Context: an optimization exercise on an open-source flow, tuned for small area, a short achievable clock period and few clock cycles. The choices shown serve that exercise and are no tape-out recipe. Only simulation tests tie the RTL to the original design; equivalence was not proved.

==> flow/run.sh <==
#!/bin/bash
# synth_recipe.tcl (not shown) runs the flow's synth.tcl, then flattens the netlist and writes it again
# the make line also repeats each setting of config.mk as NAME=value (left out here)
make -C /OpenROAD-flow-scripts/flow DESIGN_CONFIG=/design/flow/config.mk WORK_HOME=/design/flow/orfs CLKGATE_MAP_FILE= SYNTH_SCRIPT=/design/flow/synth_recipe.tcl finish
==> flow/config.mk <==
export PLATFORM = sky130hd
export DESIGN_NAME = ecu_proto
export DESIGN_NICKNAME = ecu_proto
export VERILOG_FILES = /design/flow/design.v
export SDC_FILE = /design/flow/constraint.sdc
export NUM_CORES = 4
export LEC_CHECK = 0
export CAP_MARGIN = 20
export CORE_MARGIN = 2
export CORE_UTILIZATION = 40
export SLEW_MARGIN = 20
==> flow/constraint.sdc <==
create_clock -name core_clock -period 12.0 [get_ports {clk}]
set_input_delay 2.4000 -clock core_clock [delete_from_list [all_inputs] [get_ports {clk}]]
set_output_delay 2.4000 -clock core_clock [all_outputs]
set_load 0.01 [all_outputs]
==> flow/design.v <==
module ecu_classify (
    input  wire [127:0] win,       
    input  wire [7:0]   len,       
    output wire         hs_leg,    
    output wire         hs_mod,    
    output wire         fr_leg,    
    output wire         fr_mod,    
    output wire         pend_leg,  
    output wire         pend_mod   
);
    localparam [127:0] HS_LEG = 128'h31_38_37_38_38_36_39_32_3D_53_53_41_50_2B_54_41;  
    localparam [79:0]  HS_MOD = 80'h4E_4F_49_53_52_45_56_2B_54_41;                    
    wire [7:0] b0 = win[7:0];
    wire [7:0] b1 = win[15:8];
    reg [15:0] eq_leg;
    reg [9:0]  eq_mod;
    integer i;
    always @* begin
        for (i = 0; i < 16; i = i + 1)
            eq_leg[i] = (win[8*i +: 8] == HS_LEG[8*i +: 8]);
        for (i = 0; i < 10; i = i + 1)
            eq_mod[i] = (win[8*i +: 8] == HS_MOD[8*i +: 8]);
    end
    wire        big  = (len[7:4] != 4'd0);   
    wire [15:0] lt;
    genvar g;
    generate for (g = 0; g < 16; g = g + 1) begin : g_lt
        assign lt[g] = !big && (len[3:0] <= g);
    end endgenerate
    wire hs_leg_pre = &(eq_leg | lt);
    wire hs_mod_pre = &(eq_mod | lt[9:0]);
    wire len0  = (len == 8'd0);
    wire ge10  = big || (len[3:0] >= 4'd10);
    assign hs_leg = big && (&eq_leg);
    assign hs_mod = ge10 && (&eq_mod);
    wire hs_leg_pend = !len0 && !big && hs_leg_pre;
    wire hs_mod_pend = !len0 && !ge10 && hs_mod_pre;
    wire [15:0] tgt_leg = {win[119:112], win[127:120]};
    reg  [15:0] sum_leg;
    always @* begin
        sum_leg = ~tgt_leg + 16'd1;
        for (i = 0; i < 14; i = i + 1)
            sum_leg = sum_leg + {8'd0, win[8*i +: 8]};
    end
    wire ck_leg = (sum_leg == 16'd0);
    localparam [111:0] M0  = 112'hfffbffe7ffaffe1ffbbfe67faafe;
    localparam [111:0] M1  = 112'h000c002800f002200cc02a80ff02;
    localparam [111:0] M2  = 112'h0018005001e0044019805501fe04;
    localparam [111:0] M3  = 112'h003000a003c008803300aa03fc08;
    localparam [111:0] M4  = 112'h006001400780110066015407f810;
    localparam [111:0] M5  = 112'h00c002800f002200cc02a80ff020;
    localparam [111:0] M6  = 112'h018005001e0044019805501fe040;
    localparam [111:0] M7  = 112'h03000a003c008803300aa03fc080;
    localparam [111:0] M8  = 112'h06001400780110066015407f8101;
    localparam [111:0] M9  = 112'h0c002800f002200cc02a80ff0202;
    localparam [111:0] M10 = 112'h18005001e0044019805501fe0404;
    localparam [111:0] M11 = 112'h3000a003c008803300aa03fc0808;
    localparam [111:0] M12 = 112'h6001400780110066015407f81010;
    localparam [111:0] M13 = 112'hc002800f002200cc02a80ff02020;
    localparam [111:0] M14 = 112'h7ffefff9ffebff87feeff99feabf;
    localparam [111:0] M15 = 112'hfffdfff3ffd7ff0ffddff33fd57f;
    localparam [15:0]  CRC0 = 16'h0397;
    wire [111:0] d = win[111:0];
    wire [15:0] crc_mod = CRC0 ^ {
        ^(d & M15), ^(d & M14), ^(d & M13), ^(d & M12),
        ^(d & M11), ^(d & M10), ^(d & M9),  ^(d & M8),
        ^(d & M7),  ^(d & M6),  ^(d & M5),  ^(d & M4),
        ^(d & M3),  ^(d & M2),  ^(d & M1),  ^(d & M0)};
    wire ck_mod = (crc_mod == {win[127:120], win[119:112]});
    wire aa = (b0 == 8'hAA);
    assign fr_leg = big && aa && !b1[7] && ck_leg;
    assign fr_mod = big && aa &&  b1[7] && ck_mod;
    wire short1 = (len[7:1] == 7'd0);      
    wire fr_leg_pend = !len0 && !big && aa && (short1 || !b1[7]);
    wire fr_mod_pend = !len0 && !big && aa && (short1 ||  b1[7]);
    assign pend_leg = hs_leg_pend || fr_leg_pend;
    assign pend_mod = hs_mod_pend || fr_mod_pend;
endmodule
module ecu_linkbuf (
    input  wire         clk,
    input  wire         wr,
    input  wire [6:0]   wr_pos,
    input  wire [7:0]   wr_byte,
    input  wire         shift1,
    input  wire         shift16,
    output wire [127:0] win        
);
    localparam CAP = 128;
    reg [8*CAP-1:0] data;
    integer i;
    always @(posedge clk) begin
        for (i = 0; i < CAP; i = i + 1) begin
            if (wr && wr_pos == i)
                data[8*i +: 8] <= wr_byte;
            else if (shift16 && i < CAP - 16)
                data[8*i +: 8] <= data[8*(i+16) +: 8];
            else if (shift1 && i < CAP - 1)
                data[8*i +: 8] <= data[8*(i+1) +: 8];
        end
    end
    assign win = data[127:0];
endmodule
module ecu_link (
    input  wire         clk,
    input  wire         rst,
    input  wire [31:0]  now,        
    input  wire [31:0]  now_q,      
    input  wire         ing,        
    input  wire [7:0]   ing_byte,
    output wire         ovf,        
    input  wire         start,      
    input  wire         blk_frm,    
    input  wire         blk_err,    
    input  wire         blk_tx,     
    output wire         busy,
    output reg          frm_go,
    output wire         frm_var,
    output wire [127:0] win,
    output reg          err_go,
    output reg  [2:0]   err_kind,
    output wire         tx_go,
    output reg  [7:0]   tx_byte,
    output wire [2:0]   st_cs,
    output wire [1:0]   st_sel,
    output wire [7:0]   st_len,
    output wire [7:0]   st_dcc,
    output wire [15:0]  st_pkt
);
    localparam [2:0] CS_DISC = 3'd0, CS_PAIR = 3'd1, CS_PARSE = 3'd2, CS_PER = 3'd3, CS_ERR = 3'd4;
    localparam [2:0] EK_LOST = 3'd3, EK_MISMATCH = 3'd4;
    localparam [31:0] T_PAIR = 32'd3000, T_STREAM = 32'd550, T_UNACTIVE = 32'd500, T_IDLE = 32'd20;
    localparam [7:0]  DISCONNECT_LIMIT = 8'd30;
    localparam [1:0] LIT_HSRSP_LEG = 2'd0, LIT_HSRSP_MOD = 2'd1, LIT_PERREQ_LEG = 2'd2;
    reg [2:0]  cs;
    reg [1:0]  sel;
    reg [7:0]  dcc;
    reg [15:0] pkt;
    reg [31:0] t_last;
    reg [31:0] t_entry;
    reg [7:0]  blen;           
    reg [7:0]  len;            
    reg        pre;            
    reg        act;            
    reg        first;          
    reg        started_disc;
    reg        discarded;
    reg        txm;            
    reg [1:0]  tx_lit;
    reg [3:0]  tx_idx;
    reg [3:0]  cons;           
    assign busy = act || txm || (cons != 4'd0);
    wire hs_leg, hs_mod, fr_leg, fr_mod, pend_leg, pend_mod;
    ecu_classify u_cls (.win(win), .len(blen),
        .hs_leg(hs_leg), .hs_mod(hs_mod), .fr_leg(fr_leg), .fr_mod(fr_mod),
        .pend_leg(pend_leg), .pend_mod(pend_mod));
    wire any_match = hs_leg || hs_mod || fr_leg || fr_mod || pend_leg || pend_mod;
    wire bempty = (blen == 8'd0);
    wire lost_to   = (now_q - t_last  > T_UNACTIVE);
    wire idle_q    = (now_q - t_last  > T_IDLE);
    wire pair_to   = (now_q - t_entry > T_PAIR);
    wire stream_to = (now_q - t_entry >= T_STREAM);
    wire in_idle   = (len != 8'd0) && (now - t_last > T_IDLE);
    wire in_room   = in_idle || !len[7];
    assign ovf = ing && !in_room;
    wire [7:0] dcc_inc = (dcc == 8'hFF) ? 8'hFF : dcc + 8'd1;
    reg        stall;
    reg [2:0]  n_cs;
    reg [1:0]  n_sel;
    reg [7:0]  n_dcc;
    reg [15:0] n_pkt;
    reg        n_te;           
    reg        n_sd, n_disc;
    reg        n_done;         
    reg        n_clear;        
    reg        n_tx;
    reg [1:0]  n_lit;
    reg        sh1, sh16;
    reg [3:0]  n_cons;
    reg        a_err;
    reg        a_end;
    reg [2:0]  a_kind;
    reg        b_var;
    reg        frm_want;
    reg        use_pre;
    wire cand_leg_s = (sel != 2'd2);
    wire cand_mod_s = (sel != 2'd1);
    always @* begin
        n_cs = cs; n_sel = sel; n_dcc = dcc; n_pkt = pkt; n_te = 1'b0;
        n_sd = started_disc; n_disc = first ? 1'b0 : discarded;
        n_done = 1'b0; n_clear = 1'b0; n_tx = 1'b0; n_lit = LIT_PERREQ_LEG;
        sh1 = 1'b0; sh16 = 1'b0; n_cons = 4'd0;
        a_err = 1'b0; a_end = 1'b0; a_kind = EK_LOST; b_var = 1'b0;
        frm_want = 1'b0; use_pre = 1'b0; stall = 1'b0;
        if (first) begin
            case (cs)
                CS_ERR: begin
                    n_dcc = 8'd0; n_cs = CS_DISC; n_te = 1'b1; n_sel = 2'd0; n_sd = 1'b1;
                end
                CS_PER: begin
                    n_cs = CS_PARSE; n_te = 1'b1; n_pkt = 16'd0; n_sd = 1'b0;
                end
                CS_DISC: begin
                    n_sd = 1'b1;
                    if (dcc > DISCONNECT_LIMIT) begin
                        n_cs = CS_ERR; n_te = 1'b1; a_err = 1'b1; a_kind = EK_MISMATCH; a_end = 1'b1;
                    end
                end
                CS_PAIR: begin
                    if (pair_to) begin
                        n_dcc = dcc_inc; n_cs = CS_DISC; n_te = 1'b1; n_sel = 2'd0; n_sd = 1'b1;
                    end else
                        n_sd = 1'b0;
                end
                default: begin
                    if (lost_to) begin
                        a_err = 1'b1; a_kind = EK_LOST;
                        n_dcc = dcc_inc; n_cs = CS_DISC; n_te = 1'b1; n_sel = 2'd0; n_sd = 1'b1;
                    end else begin
                        n_sd = 1'b0;
                        if (stream_to) begin
                            n_cs = CS_PER; n_te = 1'b1;
                            if (sel == 2'd1) begin n_tx = 1'b1; n_lit = LIT_PERREQ_LEG; end
                        end
                    end
                end
            endcase
        end
        if (a_end) begin
            n_done = 1'b1;
        end else begin
            if (first && pre) begin
                n_disc = 1'b1;              
                use_pre = 1'b1;
            end
            if (bempty || ((n_sel != 2'd2) && pend_leg) || ((n_sel != 2'd1) && pend_mod)) begin
                n_done = 1'b1;
                if (n_sd && n_cs == CS_DISC && n_disc) begin
                    n_dcc = (n_dcc == 8'hFF) ? 8'hFF : n_dcc + 8'd1;
                end
                n_clear = !bempty && idle_q;
            end else if (((n_sel != 2'd2) && hs_leg) || ((n_sel != 2'd1) && hs_mod)) begin
                b_var = hs_mod;
                case (n_cs)
                    CS_DISC: begin
                        if (txm) stall = 1'b1;
                        n_sel = hs_mod ? 2'd2 : 2'd1; n_cs = CS_PAIR; n_te = 1'b1;
                        n_tx = 1'b1; n_lit = hs_mod ? LIT_HSRSP_MOD : LIT_HSRSP_LEG;
                        sh16 = !hs_mod; n_cons = hs_mod ? 4'd10 : 4'd0;
                    end
                    CS_PAIR: begin
                        sh16 = !hs_mod; n_cons = hs_mod ? 4'd10 : 4'd0;
                    end
                    default: begin
                        n_dcc = (n_dcc == 8'hFF) ? 8'hFF : n_dcc + 8'd1;
                        n_cs = CS_DISC; n_te = 1'b1; n_sel = 2'd0;
                    end
                endcase
            end else if (((n_sel != 2'd2) && fr_leg) || ((n_sel != 2'd1) && fr_mod)) begin
                b_var = fr_mod;
                if (n_cs == CS_DISC || n_cs == CS_PAIR) begin
                    n_sel = fr_mod ? 2'd2 : 2'd1; n_cs = CS_PARSE; n_te = 1'b1; n_pkt = 16'd1;
                end else begin
                    n_pkt = (n_pkt == 16'hFFFF) ? 16'hFFFF : n_pkt + 16'd1;
                end
                n_dcc = 8'd0;
                frm_want = 1'b1;
                if (blk_frm) stall = 1'b1;
                sh16 = 1'b1;
            end else begin
                if (n_cs == CS_DISC) begin
                    n_disc = 1'b1; sh1 = 1'b1;
                end else begin
                    n_dcc = (n_dcc == 8'hFF) ? 8'hFF : n_dcc + 8'd1;
                    n_cs = CS_DISC; n_te = 1'b1; n_sel = 2'd0;
                end
            end
        end
        if (a_err && blk_err) stall = 1'b1;
    end
    wire step = act && (cons == 4'd0) && !stall;
    wire do_sh1  = step ? sh1  : (cons != 4'd0);
    wire do_sh16 = step && sh16;
    wire pd = !act && cs == CS_DISC && dcc <= DISCONNECT_LIMIT && !bempty && !any_match
              && (cons == 4'd0);
    reg [7:0] lit_byte;
    reg [3:0] lit_last;
    always @* begin
        lit_byte = 8'h00;
        case (tx_lit)
            LIT_HSRSP_LEG: begin    
                lit_last = 4'd13;
                case (tx_idx)
                    4'd0: lit_byte = 8'h2B;  4'd1: lit_byte = 8'h50;  4'd2: lit_byte = 8'h41;
                    4'd3: lit_byte = 8'h53;  4'd4: lit_byte = 8'h53;  4'd5: lit_byte = 8'h3D;
                    4'd6: lit_byte = 8'h4F;  4'd7: lit_byte = 8'h4E;  4'd8: lit_byte = 8'h4E;
                    4'd9: lit_byte = 8'h44;  4'd10: lit_byte = 8'h4F; 4'd11: lit_byte = 8'h4E;
                    4'd12: lit_byte = 8'h4B; 4'd13: lit_byte = 8'h45;
                    default: lit_byte = 8'h00;
                endcase
            end
            LIT_HSRSP_MOD: begin
                lit_last = 4'd7;
                case (tx_idx)
                    4'd0: lit_byte = 8'hAA; 4'd1: lit_byte = 8'h13; 4'd2: lit_byte = 8'hEC;
                    4'd3: lit_byte = 8'h07; 4'd4: lit_byte = 8'h01; 4'd5: lit_byte = 8'hF1;
                    4'd6: lit_byte = 8'hA2; 4'd7: lit_byte = 8'h5D;
                    default: lit_byte = 8'h00;
                endcase
            end
            default: begin          
                lit_last = 4'd7;
                case (tx_idx)
                    4'd0: lit_byte = 8'hAA; 4'd1: lit_byte = 8'h13; 4'd2: lit_byte = 8'hEC;
                    4'd3: lit_byte = 8'h07; 4'd4: lit_byte = 8'h09; 4'd5: lit_byte = 8'h6F;
                    4'd6: lit_byte = 8'h28; 4'd7: lit_byte = 8'hD7;
                    default: lit_byte = 8'h00;
                endcase
            end
        endcase
    end
    assign tx_go = txm && !blk_tx;
    always @* tx_byte = lit_byte;
    wire [7:0] blen_sh = blen - {7'd0, do_sh1 | pd} - {3'd0, do_sh16, 4'd0};
    wire       wr      = ing && in_room;
    wire [6:0] wr_pos  = in_idle ? 7'd0 : blen_sh[6:0];
    ecu_linkbuf u_buf (
        .clk(clk), .wr(wr), .wr_pos(wr_pos), .wr_byte(ing_byte),
        .shift1(do_sh1 | pd), .shift16(do_sh16), .win(win)
    );
    assign frm_var = b_var;
    always @* begin
        frm_go   = step && frm_want;
        err_go   = act && (cons == 4'd0) && !stall && a_err;
        err_kind = a_kind;
    end
    always @(posedge clk) begin
        if (rst) begin
            cs <= CS_DISC; sel <= 2'd0; dcc <= 8'd0; pkt <= 16'd0;
            t_last <= 32'd0; t_entry <= 32'd0;
            blen <= 8'd0; len <= 8'd0; pre <= 1'b0;
            act <= 1'b0; first <= 1'b0; started_disc <= 1'b0; discarded <= 1'b0;
            txm <= 1'b0; tx_lit <= 2'd0; tx_idx <= 4'd0; cons <= 4'd0;
        end else begin
            if (ing) begin
                if (in_room) begin
                    t_last <= now;
                    if (in_idle) begin
                        blen <= 8'd1; len <= 8'd1; pre <= 1'b0;
                    end else begin
                        blen <= blen_sh + 8'd1; len <= len + 8'd1;
                        if (pd) pre <= 1'b1;
                    end
                end else begin
                    blen <= blen_sh;
                    if (pd) pre <= 1'b1;
                end
            end else begin
                if (pd) begin
                    blen <= blen_sh; pre <= 1'b1;
                end
            end
            if (start) begin
                act <= 1'b1; first <= 1'b1;
            end
            if (cons != 4'd0) begin
                cons <= cons - 4'd1;
                blen <= blen_sh; len <= len - 8'd1;
            end
            if (txm && !blk_tx) begin
                tx_idx <= tx_idx + 4'd1;
                if (tx_idx == lit_last) txm <= 1'b0;
            end
            if (step) begin
                first <= 1'b0;
                cs <= n_cs; sel <= n_sel; dcc <= n_dcc; pkt <= n_pkt;
                if (n_te) t_entry <= now_q;
                started_disc <= n_sd; discarded <= n_disc;
                if (use_pre) pre <= 1'b0;
                if (n_done) act <= 1'b0;
                if (n_tx) begin
                    txm <= 1'b1; tx_lit <= n_lit; tx_idx <= 4'd0;
                end
                if (n_cons != 4'd0) cons <= n_cons;
                if (n_clear) begin
                    blen <= 8'd0; len <= 8'd0;
                end else begin
                    if (sh1 || sh16) blen <= blen_sh;
                    if (use_pre || sh1 || sh16)
                        len <= blen_sh;
                end
            end
        end
    end
    assign st_cs  = cs;
    assign st_sel = sel;
    assign st_len = len;
    assign st_dcc = dcc;
    assign st_pkt = pkt;
endmodule
module ecu_proto (
    input  wire         clk,
    input  wire         rst,
    input  wire [31:0]  now,         
    input  wire         op_valid,
    input  wire         op_proc,     
    input  wire         op_link,     
    input  wire [7:0]   op_byte,     
    output wire         op_ready,
    output reg          frm_valid,
    output reg          frm_link,
    output reg          frm_var,     
    output reg  [127:0] frm_data,    
    output reg          err_valid,
    output reg          err_link,
    output reg  [2:0]   err_kind,    
    output reg          tx_valid,
    output reg          tx_link,
    output reg  [7:0]   tx_byte,
    output wire [5:0]   st_cs,       
    output wire [3:0]   st_sel,      
    output wire [15:0]  st_len,      
    output wire [15:0]  st_dcc,      
    output wire [31:0]  st_pkt       
);
    localparam [2:0] EK_OVF = 3'd2;
    reg [31:0] now_q;
    wire busy0, busy1;
    assign op_ready = !(busy0 || busy1);
    wire acc   = op_valid && op_ready;
    wire start = acc && op_proc;
    wire ing0  = acc && !op_proc && !op_link;
    wire ing1  = acc && !op_proc &&  op_link;
    wire         ovf0, ovf1;
    wire         fg0, fg1, fv0, fv1, eg0, eg1, tg0, tg1;
    wire [127:0] win0, win1;
    wire [2:0]   ek0, ek1;
    wire [7:0]   tb0, tb1;
    ecu_link u_l0 (
        .clk(clk), .rst(rst), .now(now), .now_q(now_q),
        .ing(ing0), .ing_byte(op_byte), .ovf(ovf0), .start(start),
        .blk_frm(1'b0), .blk_err(1'b0), .blk_tx(1'b0),
        .busy(busy0), .frm_go(fg0), .frm_var(fv0), .win(win0),
        .err_go(eg0), .err_kind(ek0), .tx_go(tg0), .tx_byte(tb0),
        .st_cs(st_cs[2:0]), .st_sel(st_sel[1:0]), .st_len(st_len[7:0]),
        .st_dcc(st_dcc[7:0]), .st_pkt(st_pkt[15:0])
    );
    ecu_link u_l1 (
        .clk(clk), .rst(rst), .now(now), .now_q(now_q),
        .ing(ing1), .ing_byte(op_byte), .ovf(ovf1), .start(start),
        .blk_frm(fg0), .blk_err(eg0), .blk_tx(tg0),
        .busy(busy1), .frm_go(fg1), .frm_var(fv1), .win(win1),
        .err_go(eg1), .err_kind(ek1), .tx_go(tg1), .tx_byte(tb1),
        .st_cs(st_cs[5:3]), .st_sel(st_sel[3:2]), .st_len(st_len[15:8]),
        .st_dcc(st_dcc[15:8]), .st_pkt(st_pkt[31:16])
    );
    always @(posedge clk) begin
        if (start) now_q <= now;
        if (fg0 || fg1) begin
            frm_link <= !fg0;
            frm_var  <= fg0 ? fv0 : fv1;
            frm_data <= fg0 ? win0 : win1;
        end
        if (ovf0 || ovf1) begin
            err_link <= ovf1;
            err_kind <= EK_OVF;
        end else if (eg0 || eg1) begin
            err_link <= !eg0;
            err_kind <= eg0 ? ek0 : ek1;
        end
        if (tg0 || tg1) begin
            tx_link <= !tg0;
            tx_byte <= tg0 ? tb0 : tb1;
        end
    end
    always @(posedge clk) begin
        if (rst) begin
            frm_valid <= 1'b0;
            err_valid <= 1'b0;
            tx_valid  <= 1'b0;
        end else begin
            frm_valid <= fg0 || fg1;
            err_valid <= ovf0 || ovf1 || eg0 || eg1;
            tx_valid  <= tg0 || tg1;
        end
    end
endmodule
==> metrics.md, run 1 <==
| Metric | Value |
|---|---|
| WP data required | 12.60 ns |
| Number of buffers created by CTS | 296 |
| Initial antenna violation count | 21 |
| Post-synth EDFFs | 2220 |
| Clk slew on worst S/H paths | 0.06 ns |
| Post-Syn Instances | 16800 |
| Max_cap viols | 0 |
| Register area share after synthesis | 0.464 |
| Initial Utilization | 0.402 |
| Mean cell area of the mapped netlist | 9.33 um^2 |
| Status | timing/DRC/antenna clean |
| Fin Hold WS | 0.450 ns |
| Syn Std Cell Area | 156000 um^2 |
| Final hold vios | 0 |
| CTS Root Cell | clkbuf_16 |
| Main flop type after synthesis | edfxtp_1 |
| DRT Pass-1 Iters | 9 |
| Most used cell along the critical path | fa_1 |
| Commonest cells after routing, fill and taps aside | 4263 x nand2_1, 2220 x edfxtp_1, 1594 x nor2_1 |
| Critical-path top delay cell | nor2_1 |
| Max incr delay on CP | 0.80 ns |
| Number of global-route vias before repair | 122000 |
| Post-Route Setup TNS | 0 ns |
| Std-Cell Rows | 229 |
| Register bit total from synthesis | 2512 |
| Share of cells above drive strength 1 | 0.112 |
| Area growth syn-to-layout | 11.6% |
| Final wirelength | 645 mm |
| # DRC | 0 |
| Fin util | 0.449 |
| Distinct cells, synth | 108 |
| Die H | 629 um |
| Async set-or-reset flop fraction in the synthesized netlist | 0 |
| Drt initial violations | 17700 |
| Worst Setup End Kind | flop |
| Die footprint | 396000 um^2 |
| Worst-path fanout max | 17 |
| Setup Skew | 0.0690 ns |
| Final ANT Viol Nets | 0 |
| Pin count of the biggest net entering global routing | 233 |
| Core area | 389000 um^2 |
| Die span in x | 629 um |
| Avg Vias per Cell | 5.94 |
| Clock tree buffer depth | 4 |
| Placed Cells | 21700 |
| Hold WC Path Type | reg2reg |
| WP data arrival | 12.22 ns |
| Postcts setup bufs | 0 |
| Clock latency on the worst-skew pair | 0.96 ns |
| Top-Level Pins | 266 |
| RSZ-0062 raised after global routing | no |
| CP Class | reg2reg |
| Post-route clock period utilization | 0.968 |
| Total gr overflow | 0 |
| First-pass GRT wire length | 905 mm |
| Final setup violation count | 0 |
| Fmax | 86.1 MHz |
| CTS tree | built |
| Slew @ Worst Pin | 1.38 ns |
| Startpoint Class | flop |
| DR WL/cell | 29.1 um |
| GRT Total Usage | 0.313 |
| Gp weighted congestion | 1.06 |
| Pins Over Slew Limit | 0 |
| Final-stage net count | 17500 |
| Via count | 132000 |
| YS warnings | 21 |
| Period minus WS final | 11.62 ns |
| Most common cell after layout, fill and taps aside | nand2_1 |
| Layout Cells excl Fill | 22200 |
| Slew headroom | 0.0725 |
| Clock sink count | 2512 |
| Syn Nets | 17500 |
| Estimated wirelength of the detail-placed design | 482 mm |
| CTS H-tree depth | 5 |
| Port bufs | 265 |
| Hold-fix buffers, CTS | 0 |
synthesized netlist by cell type (32+ instances only):
master	number	area, um^2
a211oi_1	78	586
a21o_1	78	586
a21oi_1	514	2570
a31oi_1	1060	6630
and2_1	67	419
and3_1	63	394
buf_1	44	165
buf_2	186	931
buf_4	50	375
clkbuf_1	755	2830
dfxtp_1	292	5850
edfxtp_1	2220	66700
fa_1	208	4160
ha_1	450	5630
inv_1	623	2340
mux2_1	42	473
mux2_2	817	9200
mux2i_1	339	3390
nand2_1	4266	16000
nand2b_1	90	563
nand3_1	225	1130
nand4_1	116	726
nor2_1	1598	6000
nor2b_1	56	350
nor3_1	168	841
nor4_1	57	357
o211ai_1	55	413
o21a_1	55	413
o21ai_0	785	3930
o22ai_1	35	219
or2_2	32	200
or3_1	64	400
or4_1	32	240
xnor2_1	493	4320
xnor3_1	32	721
xor2_1	139	1220
timing repair:
| action | in CTS | in global routing |
|---|---|---|
| resized for setup | 0 | 9 |
| hold endpoints to repair | 0 | 0 |
| setup endpoints to repair | 0 | 254 |
final cells by class:
| cell class | count | area [um^2] |
|---|---|---|
| Fill cell | 37500 | 214000 |
| Sequential cell | 2512 | 72500 |
| Multi-Input combinational cell | 12600 | 77000 |
| Tap cell | 5197 | 6500 |
| Clock buffer | 383 | 8080 |
| Inverter | 629 | 2370 |
| Clock inverter | 142 | 1140 |
| Antenna cell | 12 | 30.0 |
| Timing Repair Buffer | 761 | 6750 |
logic make-up (layout without fill, tap and decap cells):
| kind of cell | count (synthesis) | in the layout | share of synthesized area |
|---|---|---|---|
| flops | 2512 | 2512 | 0.464 |
| xor+xnor | 664 | 664 | 0.0400 |
| mux | 1198 | 1198 | 0.0836 |
| compound gates | 3022 | 3022 | 0.118 |
| other cells | 0 | 12 | 0 |
| fa+ha+maj | 659 | 659 | 0.0628 |
| simple gates | 7010 | 7010 | 0.187 |
| buf+inv | 1686 | 1915 | 0.0443 |
registers in the layout, indices dropped and copies added (netlist names), 16 cells and up, named ones only:
register and count:
u_l0.pkt 16, u_l0.t_last 32, u_l1.t_entry 32, u_l1.pkt 16, u_l0.u_buf.data 1024, u_l1.t_last 32, now_q 32, u_l1.u_buf.data 1024
u_l0.t_entry 32, frm_data 128
worst max-delay path, delay by kind of cell (launching register included):
| kind | cells | cell delay (ns) |
|---|---|---|
| AOI/OAI and AO/OA | 5 | 1.41 |
| xor gates and xnor gates | 1 | 0.19 |
| adders and majority gates | 10 | 4.46 |
| buffers and inverters | 3 | 0.17 |
| DFF | 1 | 0.52 |
| and+or+nand+nor | 12 | 4.50 |
metrics by stage:
stage          area [um^2]  setup slack, ns
3_5_place_dp        165000            0.455
2_1_floorplan       156000             1.22
4_1_cts             174000            0.403
6_report            174000            0.384
3_3_place_gp        165000            0.468
5_1_grt             174000           0.0138
per-layer routing:
layer,global-route usage,routed length [um],vias up
met4,0.144,35400,13
met1,0.442,271000,64100
met3,0.0570,63700,1145
met5,0.00543,371,-
met2,0.465,274000,7433
li1,-,-,59000
worst paths after layout:
path                        from              endpoint  slack (ns)  depth (start not counted)
max          u_l0.u_buf.data[26]  u_l0.u_buf.data[737]        0.38                         31
min               u_l0.t_last[5]        u_l0.t_last[5]        0.45                          2
max reg2reg  u_l0.u_buf.data[26]  u_l0.u_buf.data[737]        0.38                         31
min reg2reg       u_l0.t_last[5]        u_l0.t_last[5]        0.45                          2
Testbench counts, summed over its fixed seeds: cycles 154,424.
==> run 2, diff against run 1 <==
--- a/flow/design.v
+++ b/flow/design.v
@@ -3,8 +3,11 @@
     input  wire [7:0]   len,       
     output wire         hs_leg,    
     output wire         hs_mod,    
-    output wire         fr_leg,    
-    output wire         fr_mod,    
+    output wire         big,       
+    output wire         aa,        
+    output wire         b1_7,      
+    output wire         ck_leg,    
+    output wire         ck_mod,    
     output wire         pend_leg,  
     output wire         pend_mod   
 );
@@ -21,7 +24,7 @@
         for (i = 0; i < 10; i = i + 1)
             eq_mod[i] = (win[8*i +: 8] == HS_MOD[8*i +: 8]);
     end
-    wire        big  = (len[7:4] != 4'd0);   
+    assign      big  = (len[7:4] != 4'd0);
     wire [15:0] lt;
     genvar g;
     generate for (g = 0; g < 16; g = g + 1) begin : g_lt
@@ -35,14 +38,47 @@
     assign hs_mod = ge10 && (&eq_mod);
     wire hs_leg_pend = !len0 && !big && hs_leg_pre;
     wire hs_mod_pend = !len0 && !ge10 && hs_mod_pre;
+    wire [15:0] cs_s0 = {8'd0, win[0 +: 8]} ^ {8'd0, win[8 +: 8]} ^ {8'd0, win[16 +: 8]};
+    wire [15:0] cs_c0_m = ({8'd0, win[0 +: 8]} & {8'd0, win[8 +: 8]}) | ({8'd0, win[0 +: 8]} & {8'd0, win[16 +: 8]}) | ({8'd0, win[8 +: 8]} & {8'd0, win[16 +: 8]});
+    wire [15:0] cs_c0 = {cs_c0_m[14:0], 1'b0};
+    wire [15:0] cs_s1 = {8'd0, win[24 +: 8]} ^ {8'd0, win[32 +: 8]} ^ {8'd0, win[40 +: 8]};
+    wire [15:0] cs_c1_m = ({8'd0, win[24 +: 8]} & {8'd0, win[32 +: 8]}) | ({8'd0, win[24 +: 8]} & {8'd0, win[40 +: 8]}) | ({8'd0, win[32 +: 8]} & {8'd0, win[40 +: 8]});
+    wire [15:0] cs_c1 = {cs_c1_m[14:0], 1'b0};
+    wire [15:0] cs_s2 = {8'd0, win[48 +: 8]} ^ {8'd0, win[56 +: 8]} ^ {8'd0, win[64 +: 8]};
+    wire [15:0] cs_c2_m = ({8'd0, win[48 +: 8]} & {8'd0, win[56 +: 8]}) | ({8'd0, win[48 +: 8]} & {8'd0, win[64 +: 8]}) | ({8'd0, win[56 +: 8]} & {8'd0, win[64 +: 8]});
+    wire [15:0] cs_c2 = {cs_c2_m[14:0], 1'b0};
+    wire [15:0] cs_s3 = {8'd0, win[72 +: 8]} ^ {8'd0, win[80 +: 8]} ^ {8'd0, win[88 +: 8]};
+    wire [15:0] cs_c3_m = ({8'd0, win[72 +: 8]} & {8'd0, win[80 +: 8]}) | ({8'd0, win[72 +: 8]} & {8'd0, win[88 +: 8]}) | ({8'd0, win[80 +: 8]} & {8'd0, win[88 +: 8]});
+    wire [15:0] cs_c3 = {cs_c3_m[14:0], 1'b0};
+    wire [15:0] cs_s4 = cs_s0 ^ cs_c0 ^ cs_s1;
+    wire [15:0] cs_c4_m = (cs_s0 & cs_c0) | (cs_s0 & cs_s1) | (cs_c0 & cs_s1);
+    wire [15:0] cs_c4 = {cs_c4_m[14:0], 1'b0};
+    wire [15:0] cs_s5 = cs_c1 ^ cs_s2 ^ cs_c2;
+    wire [15:0] cs_c5_m = (cs_c1 & cs_s2) | (cs_c1 & cs_c2) | (cs_s2 & cs_c2);
+    wire [15:0] cs_c5 = {cs_c5_m[14:0], 1'b0};
+    wire [15:0] cs_s6 = cs_s3 ^ cs_c3 ^ {8'd0, win[96 +: 8]};
+    wire [15:0] cs_c6_m = (cs_s3 & cs_c3) | (cs_s3 & {8'd0, win[96 +: 8]}) | (cs_c3 & {8'd0, win[96 +: 8]});
+    wire [15:0] cs_c6 = {cs_c6_m[14:0], 1'b0};
+    wire [15:0] cs_s7 = cs_s4 ^ cs_c4 ^ cs_s5;
+    wire [15:0] cs_c7_m = (cs_s4 & cs_c4) | (cs_s4 & cs_s5) | (cs_c4 & cs_s5);
+    wire [15:0] cs_c7 = {cs_c7_m[14:0], 1'b0};
+    wire [15:0] cs_s8 = cs_c5 ^ cs_s6 ^ cs_c6;
+    wire [15:0] cs_c8_m = (cs_c5 & cs_s6) | (cs_c5 & cs_c6) | (cs_s6 & cs_c6);
+    wire [15:0] cs_c8 = {cs_c8_m[14:0], 1'b0};
+    wire [15:0] cs_s9 = cs_s7 ^ cs_c7 ^ cs_s8;
+    wire [15:0] cs_c9_m = (cs_s7 & cs_c7) | (cs_s7 & cs_s8) | (cs_c7 & cs_s8);
+    wire [15:0] cs_c9 = {cs_c9_m[14:0], 1'b0};
+    wire [15:0] cs_s10 = cs_s9 ^ cs_c9 ^ cs_c8;
+    wire [15:0] cs_c10_m = (cs_s9 & cs_c9) | (cs_s9 & cs_c8) | (cs_c9 & cs_c8);
+    wire [15:0] cs_c10 = {cs_c10_m[14:0], 1'b0};
+    wire [15:0] cs_s11 = cs_s10 ^ cs_c10 ^ {8'd0, win[104 +: 8]};
+    wire [15:0] cs_c11_m = (cs_s10 & cs_c10) | (cs_s10 & {8'd0, win[104 +: 8]}) | (cs_c10 & {8'd0, win[104 +: 8]});
+    wire [15:0] cs_c11 = {cs_c11_m[14:0], 1'b0};
+    wire [15:0] cs_a = cs_s11;
+    wire [15:0] cs_b = cs_c11;
     wire [15:0] tgt_leg = {win[119:112], win[127:120]};
-    reg  [15:0] sum_leg;
-    always @* begin
-        sum_leg = ~tgt_leg + 16'd1;
-        for (i = 0; i < 14; i = i + 1)
-            sum_leg = sum_leg + {8'd0, win[8*i +: 8]};
-    end
-    wire ck_leg = (sum_leg == 16'd0);
+    wire [15:0] ck_c = (cs_a & cs_b) | ((cs_a | cs_b) & ~tgt_leg);
+    assign ck_leg = ((cs_a ^ cs_b ^ tgt_leg) == {ck_c[14:0], 1'b0});
     localparam [111:0] M0  = 112'hfffbffe7ffaffe1ffbbfe67faafe;
     localparam [111:0] M1  = 112'h000c002800f002200cc02a80ff02;
     localparam [111:0] M2  = 112'h0018005001e0044019805501fe04;
@@ -66,10 +102,9 @@
         ^(d & M11), ^(d & M10), ^(d & M9),  ^(d & M8),
         ^(d & M7),  ^(d & M6),  ^(d & M5),  ^(d & M4),
         ^(d & M3),  ^(d & M2),  ^(d & M1),  ^(d & M0)};
-    wire ck_mod = (crc_mod == {win[127:120], win[119:112]});
-    wire aa = (b0 == 8'hAA);
-    assign fr_leg = big && aa && !b1[7] && ck_leg;
-    assign fr_mod = big && aa &&  b1[7] && ck_mod;
+    assign ck_mod = (crc_mod == {win[127:120], win[119:112]});
+    assign aa   = (b0 == 8'hAA);
+    assign b1_7 = b1[7];
     wire short1 = (len[7:1] == 7'd0);      
     wire fr_leg_pend = !len0 && !big && aa && (short1 || !b1[7]);
     wire fr_mod_pend = !len0 && !big && aa && (short1 ||  b1[7]);
@@ -79,6 +114,7 @@
 module ecu_linkbuf (
     input  wire         clk,
     input  wire         wr,
+    input  wire         wr0,
     input  wire [6:0]   wr_pos,
     input  wire [7:0]   wr_byte,
     input  wire         shift1,
@@ -90,7 +126,7 @@
     integer i;
     always @(posedge clk) begin
         for (i = 0; i < CAP; i = i + 1) begin
-            if (wr && wr_pos == i)
+            if ((wr && wr_pos == i) || (wr0 && i == 0))
                 data[8*i +: 8] <= wr_byte;
             else if (shift16 && i < CAP - 16)
                 data[8*i +: 8] <= data[8*(i+16) +: 8];
@@ -113,6 +149,8 @@
     input  wire         blk_err,    
     input  wire         blk_tx,     
     output wire         busy,
+    output wire         may_frm,    
+    output wire         may_err,    
     output reg          frm_go,
     output wire         frm_var,
     output wire [127:0] win,
@@ -149,10 +187,14 @@
     reg [3:0]  tx_idx;
     reg [3:0]  cons;           
     assign busy = act || txm || (cons != 4'd0);
-    wire hs_leg, hs_mod, fr_leg, fr_mod, pend_leg, pend_mod;
+    wire hs_leg, hs_mod, big, aa, b1_7, ck_leg, ck_mod, pend_leg, pend_mod;
     ecu_classify u_cls (.win(win), .len(blen),
-        .hs_leg(hs_leg), .hs_mod(hs_mod), .fr_leg(fr_leg), .fr_mod(fr_mod),
-        .pend_leg(pend_leg), .pend_mod(pend_mod));
+        .hs_leg(hs_leg), .hs_mod(hs_mod), .big(big), .aa(aa), .b1_7(b1_7),
+        .ck_leg(ck_leg), .ck_mod(ck_mod), .pend_leg(pend_leg), .pend_mod(pend_mod));
+    reg  ck_leg_q, ck_mod_q, ckv;
+    wire fr_leg  = big && aa && !b1_7 && ck_leg_q;
+    wire fr_mod  = big && aa &&  b1_7 && ck_mod_q;
+    wire wait_ck = big && aa && !ckv;
     wire any_match = hs_leg || hs_mod || fr_leg || fr_mod || pend_leg || pend_mod;
     wire bempty = (blen == 8'd0);
     wire lost_to   = (now_q - t_last  > T_UNACTIVE);
@@ -276,12 +318,13 @@
             end
         end
         if (a_err && blk_err) stall = 1'b1;
+        if (wait_ck) stall = 1'b1;
     end
     wire step = act && (cons == 4'd0) && !stall;
     wire do_sh1  = step ? sh1  : (cons != 4'd0);
     wire do_sh16 = step && sh16;
     wire pd = !act && cs == CS_DISC && dcc <= DISCONNECT_LIMIT && !bempty && !any_match
-              && (cons == 4'd0);
+              && !wait_ck && (cons == 4'd0);
     reg [7:0] lit_byte;
     reg [3:0] lit_last;
     always @* begin
@@ -321,19 +364,29 @@
     assign tx_go = txm && !blk_tx;
     always @* tx_byte = lit_byte;
     wire [7:0] blen_sh = blen - {7'd0, do_sh1 | pd} - {3'd0, do_sh16, 4'd0};
-    wire       wr      = ing && in_room;
-    wire [6:0] wr_pos  = in_idle ? 7'd0 : blen_sh[6:0];
+    wire       wr      = ing && !len[7];
+    wire       wr0     = ing && in_idle;
     ecu_linkbuf u_buf (
-        .clk(clk), .wr(wr), .wr_pos(wr_pos), .wr_byte(ing_byte),
+        .clk(clk), .wr(wr), .wr0(wr0), .wr_pos(blen_sh[6:0]), .wr_byte(ing_byte),
         .shift1(do_sh1 | pd), .shift16(do_sh16), .win(win)
     );
     assign frm_var = b_var;
+    assign may_frm = act && big && aa;
+    assign may_err = act && first && ((cs == CS_DISC && dcc > DISCONNECT_LIMIT) || cs == CS_PARSE
+                                      || cs > CS_ERR);
+    wire   front_chg = do_sh1 || do_sh16 || pd || (step && n_clear)
+                       || (ing && (in_idle || blen_sh < 8'd16));
     always @* begin
         frm_go   = step && frm_want;
         err_go   = act && (cons == 4'd0) && !stall && a_err;
         err_kind = a_kind;
     end
     always @(posedge clk) begin
+        ck_leg_q <= ck_leg;
+        ck_mod_q <= ck_mod;
+        ckv      <= !rst && !front_chg;
+    end
+    always @(posedge clk) begin
         if (rst) begin
             cs <= CS_DISC; sel <= 2'd0; dcc <= 8'd0; pkt <= 16'd0;
             t_last <= 32'd0; t_entry <= 32'd0;
@@ -431,6 +484,7 @@
     wire ing0  = acc && !op_proc && !op_link;
     wire ing1  = acc && !op_proc &&  op_link;
     wire         ovf0, ovf1;
+    wire         mf0, mf1, me0, me1;
     wire         fg0, fg1, fv0, fv1, eg0, eg1, tg0, tg1;
     wire [127:0] win0, win1;
     wire [2:0]   ek0, ek1;
@@ -439,7 +493,7 @@
         .clk(clk), .rst(rst), .now(now), .now_q(now_q),
         .ing(ing0), .ing_byte(op_byte), .ovf(ovf0), .start(start),
         .blk_frm(1'b0), .blk_err(1'b0), .blk_tx(1'b0),
-        .busy(busy0), .frm_go(fg0), .frm_var(fv0), .win(win0),
+        .busy(busy0), .may_frm(mf0), .may_err(me0), .frm_go(fg0), .frm_var(fv0), .win(win0),
         .err_go(eg0), .err_kind(ek0), .tx_go(tg0), .tx_byte(tb0),
         .st_cs(st_cs[2:0]), .st_sel(st_sel[1:0]), .st_len(st_len[7:0]),
         .st_dcc(st_dcc[7:0]), .st_pkt(st_pkt[15:0])
@@ -447,8 +501,8 @@
     ecu_link u_l1 (
         .clk(clk), .rst(rst), .now(now), .now_q(now_q),
         .ing(ing1), .ing_byte(op_byte), .ovf(ovf1), .start(start),
-        .blk_frm(fg0), .blk_err(eg0), .blk_tx(tg0),
-        .busy(busy1), .frm_go(fg1), .frm_var(fv1), .win(win1),
+        .blk_frm(mf0), .blk_err(me0), .blk_tx(tg0),
+        .busy(busy1), .may_frm(mf1), .may_err(me1), .frm_go(fg1), .frm_var(fv1), .win(win1),
         .err_go(eg1), .err_kind(ek1), .tx_go(tg1), .tx_byte(tb1),
         .st_cs(st_cs[5:3]), .st_sel(st_sel[3:2]), .st_len(st_len[15:8]),
         .st_dcc(st_dcc[15:8]), .st_pkt(st_pkt[31:16])
==> run 2 against run 1 <==
  * Fmax up 6.5%
  * Largest cell class unchanged
  * Flip-flop and latch count increased by 6
  * Cell count shrank 6.5%
  * Highest routed layer unchanged
  * Worst hold slack better by 0.00081 ns
  * Still clean on timing, DRC and antenna
==> metrics.md, run 2 <==
| Metric | Value |
|---|---|
| Status | timing/DRC/antenna clean |
| Post-Route Setup TNS | 0 ns |
| Number of global-route vias before repair | 116000 |
| Mean cell area of the mapped netlist | 10.2 um^2 |
| Start point of the critical path | now_q[17] |
| YS warnings | 21 |
| Avg Vias per Cell | 6.03 |
| CTS H-tree depth | 5 |
| Top cell type by total area after synthesis | edfxtp_1 |
| Pin count of the biggest net entering global routing | 167 |
| Total gr overflow | 0 |
| Port bufs | 265 |
| CTS tree | built |
| Critical-path top delay cell | or4_1 |
| WP data arrival | 11.51 ns |
| Clock sink count | 2518 |
| Final-stage net count | 16000 |
| Worst Reg-to-Reg Cells | 32 |
| Share of cells above drive strength 1 | 0.0922 |
| Top post-synthesis cells by area | edfxtp_1 42%, mux2i_1 10%, a21oi_1 5.1%, dfxtp_1 3.8%, mux2_2 3.7% |
| Synth cell count leaders | 2220 x edfxtp_1, 1635 x mux2i_1, 1600 x a21oi_1, 1439 x nor2_1, 1346 x nand2_1 |
| RSZ-0062 raised after global routing | no |
| Placed Instance Area | 165000 um^2 |
| Pins Over Slew Limit | 0 |
| Via count | 125000 |
| Fin worst setup slack | 1.09 ns |
| Top-Level Pins | 266 |
| CTS Root Cell | clkbuf_16 |
| Fin util | 0.444 |
| Worst-path fanout max | 16 |
| Filler instances | 36900 |
| Cell area after layout | 174000 um^2 |
| Period minus WS final | 10.91 ns |
| Estimated wirelength of the detail-placed design | 460 mm |
| # DRC | 0 |
| Most frequent cell after synthesis | edfxtp_1 |
| Die H | 631 um |
| Final hold vios | 0 |
| Post-synth EDFFs | 2220 |
| Die span in x | 631 um |
| DR WL/cell | 30.0 um |
| Core area | 392000 um^2 |
| Hold WC Path Type | reg2reg |
| Clock latency on the worst-skew pair | 0.95 ns |
| Postcts setup bufs | 0 |
| Area growth syn-to-layout | 10.7% |
| Hold-fix buffers, CTS | 0 |
| Clk slew on worst S/H paths | 0.06 ns |
| GRT Total Usage | 0.301 |
| Max_cap viols | 0 |
| Slew headroom | 0.244 |
| Async set-or-reset flop fraction in the synthesized netlist | 0 |
| CP bufs+invs | 5 |
| Gp weighted congestion | 1.05 |
| Crit path to | u_l1.u_buf.data[935] |
| Number of cells on the critical path | 32 |
| Setup Skew | 0.0618 ns |
| Post-Syn Instances | 15500 |
| Worst Setup End Kind | flop |
| Final wirelength | 622 mm |
| Drt initial violations | 17400 |
| Clock tree buffer depth | 4 |
| Final ANT Viol Nets | 0 |
| Final setup violation count | 0 |
| Post-synth top area share | 0.425 |
| PostCTS Resize Cnt | 0 |
| Initial antenna violation count | 27 |
| Max incr delay on CP | 0.97 ns |
| Slew @ Worst Pin | 1.13 ns |
| WP data required | 12.60 ns |
| Distinct cells, synth | 121 |
| Top Registers | u_l0.u_buf.data: 1024 flops, u_l1.u_buf.data: 1024 flops, frm_data: 128 flops |
| Most used cell along the critical path | nand2_1 |
| Number of buffers created by CTS | 285 |
| Post-Place Setup Slack | 1.34 ns |
| Commonest cells after routing, fill and taps aside | 2220 x edfxtp_1, 1634 x mux2i_1, 1597 x a21oi_1 |
| Syn Std Cell Area | 157000 um^2 |
| Startpoint Class | flop |
| Reg-to-reg slack, setup | 1.09 ns |
| Reg2reg end | u_l1.u_buf.data[935] |
| Std-Cell Rows | 230 |
| Most common cell after layout, fill and taps aside | edfxtp_1 |
| Main flop type after synthesis | edfxtp_1 |
| CP top delay family | simple AND/OR/NAND/NOR gates |
| CP Class | reg2reg |
| Initial Utilization | 0.401 |
| DRT Pass-1 Iters | 8 |
| Fmax | 91.7 MHz |
| Syn Nets | 16100 |
| Register area share after synthesis | 0.463 |
| Post-route clock period utilization | 0.909 |
| R2R Path Start | now_q[17] |
| Register bit total from synthesis | 2518 |
| First-pass GRT wire length | 868 mm |
| Die footprint | 398000 um^2 |
[run 2: layer usage]
metal  vias to the layer above  global-route usage  wire [um]
met2                      7002               0.459     271000
met4                        14               0.148      35900
met1                     61100               0.412     253000
met5                         -                   0        100
li1                      55800                   -          -
met3                      1201              0.0531      62900
[run 2: worst min-delay path by stage]
| stage | from | to | cells past startpoint |
|---|---|---|---|
| final | err_kind[1] | err_kind[1] | 1 |
| after floorplan | u_l0.discarded | u_l0.discarded | 1 |
| after detailed placement | err_kind[1] | err_kind[1] | 1 |
| after global routing | err_kind[2] | err_kind[2] | 2 |
| after global placement | err_kind[1] | err_kind[1] | 1 |
| after CTS | err_kind[1] | err_kind[1] | 1 |
[run 2: cell type report]
cell class                 instances  area, um^2  share of cell area
multi-input combinational      11300       78200               0.450
sequential                      2518       72600               0.418
clock buffer                     367        7650              0.0440
tap                             5220        6530              0.0376
timing repair buffer             556        5070              0.0292
inverter                         636        2390              0.0138
clock inverter                   147        1310             0.00752
antenna                           13        32.5            0.000187
[run 2: cell families (layout without fill, tap and decap cells)]
kind of cell	Yosys count	after routing	share of synthesized area
compound gates	3421	3421	0.127
fa+ha+maj	634	634	0.0604
simple gates	4371	4371	0.127
flops	2518	2518	0.463
buf+inv	1653	1706	0.0416
other cells	0	13	0
mux	2164	2164	0.142
xor+xnor	691	691	0.0395
[run 2: through the flow]
stage,hold slack [ns],instances
after global routing,0.485,20700
after detailed placement,0.441,20200
after floorplan,0.440,15500
final,0.451,20700
after global placement,0.436,20200
after CTS,0.455,20700
[run 2: worst register-to-register path: cells and delay by family, from the launching register on]
family / cells / cell delay (ns)
AOI/OAI and AO/OA: 7 / 1.60
xor gates and xnor gates: 1 / 0.14
adders and majority gates: 3 / 1.13
buffers and inverters: 5 / 1.28
DFF: 1 / 0.61
and+or+nand+nor: 16 / 5.83
Testbench counts of run 2, summed over its fixed seeds: cycles 155,721.

separate check: timing with driven ports:
How much do the figures lean on ideal ports? The routed layouts below were timed once more, with nothing changed but the port constraints.
Step 1 (the two cells are an assumption about what drives the block):
set clk [get_ports {clk}]
set_driving_cell -lib_cell sky130_fd_sc_hd__clkbuf_16 $clk
set_driving_cell -lib_cell sky130_fd_sc_hd__buf_2 [delete_from_list [all_inputs] $clk]
Step 2 moves the port delays by t, midway between the first and last clock arrival at a register: inputs arrive t later, outputs are due t later. That takes back most of the time a late clock gives input paths.
Slacks: no drivers / after step 1 / after step 2; pairs: no drivers / after step 1.
run | t, ns | slack for setup (ns) | worst setup path at the end | latest minus earliest clock arrival (ns) | pins driven straight from the clock port
run 1 | 1.028 | 0.384 / 0.384 / 0.384 | register to register | 0.069 / 0.069 | 1
run 2 | 1.044 | 1.090 / 1.090 / 1.090 | register to register | 0.065 / 0.064 | 1
After both steps setup and hold are still met in every run listed.
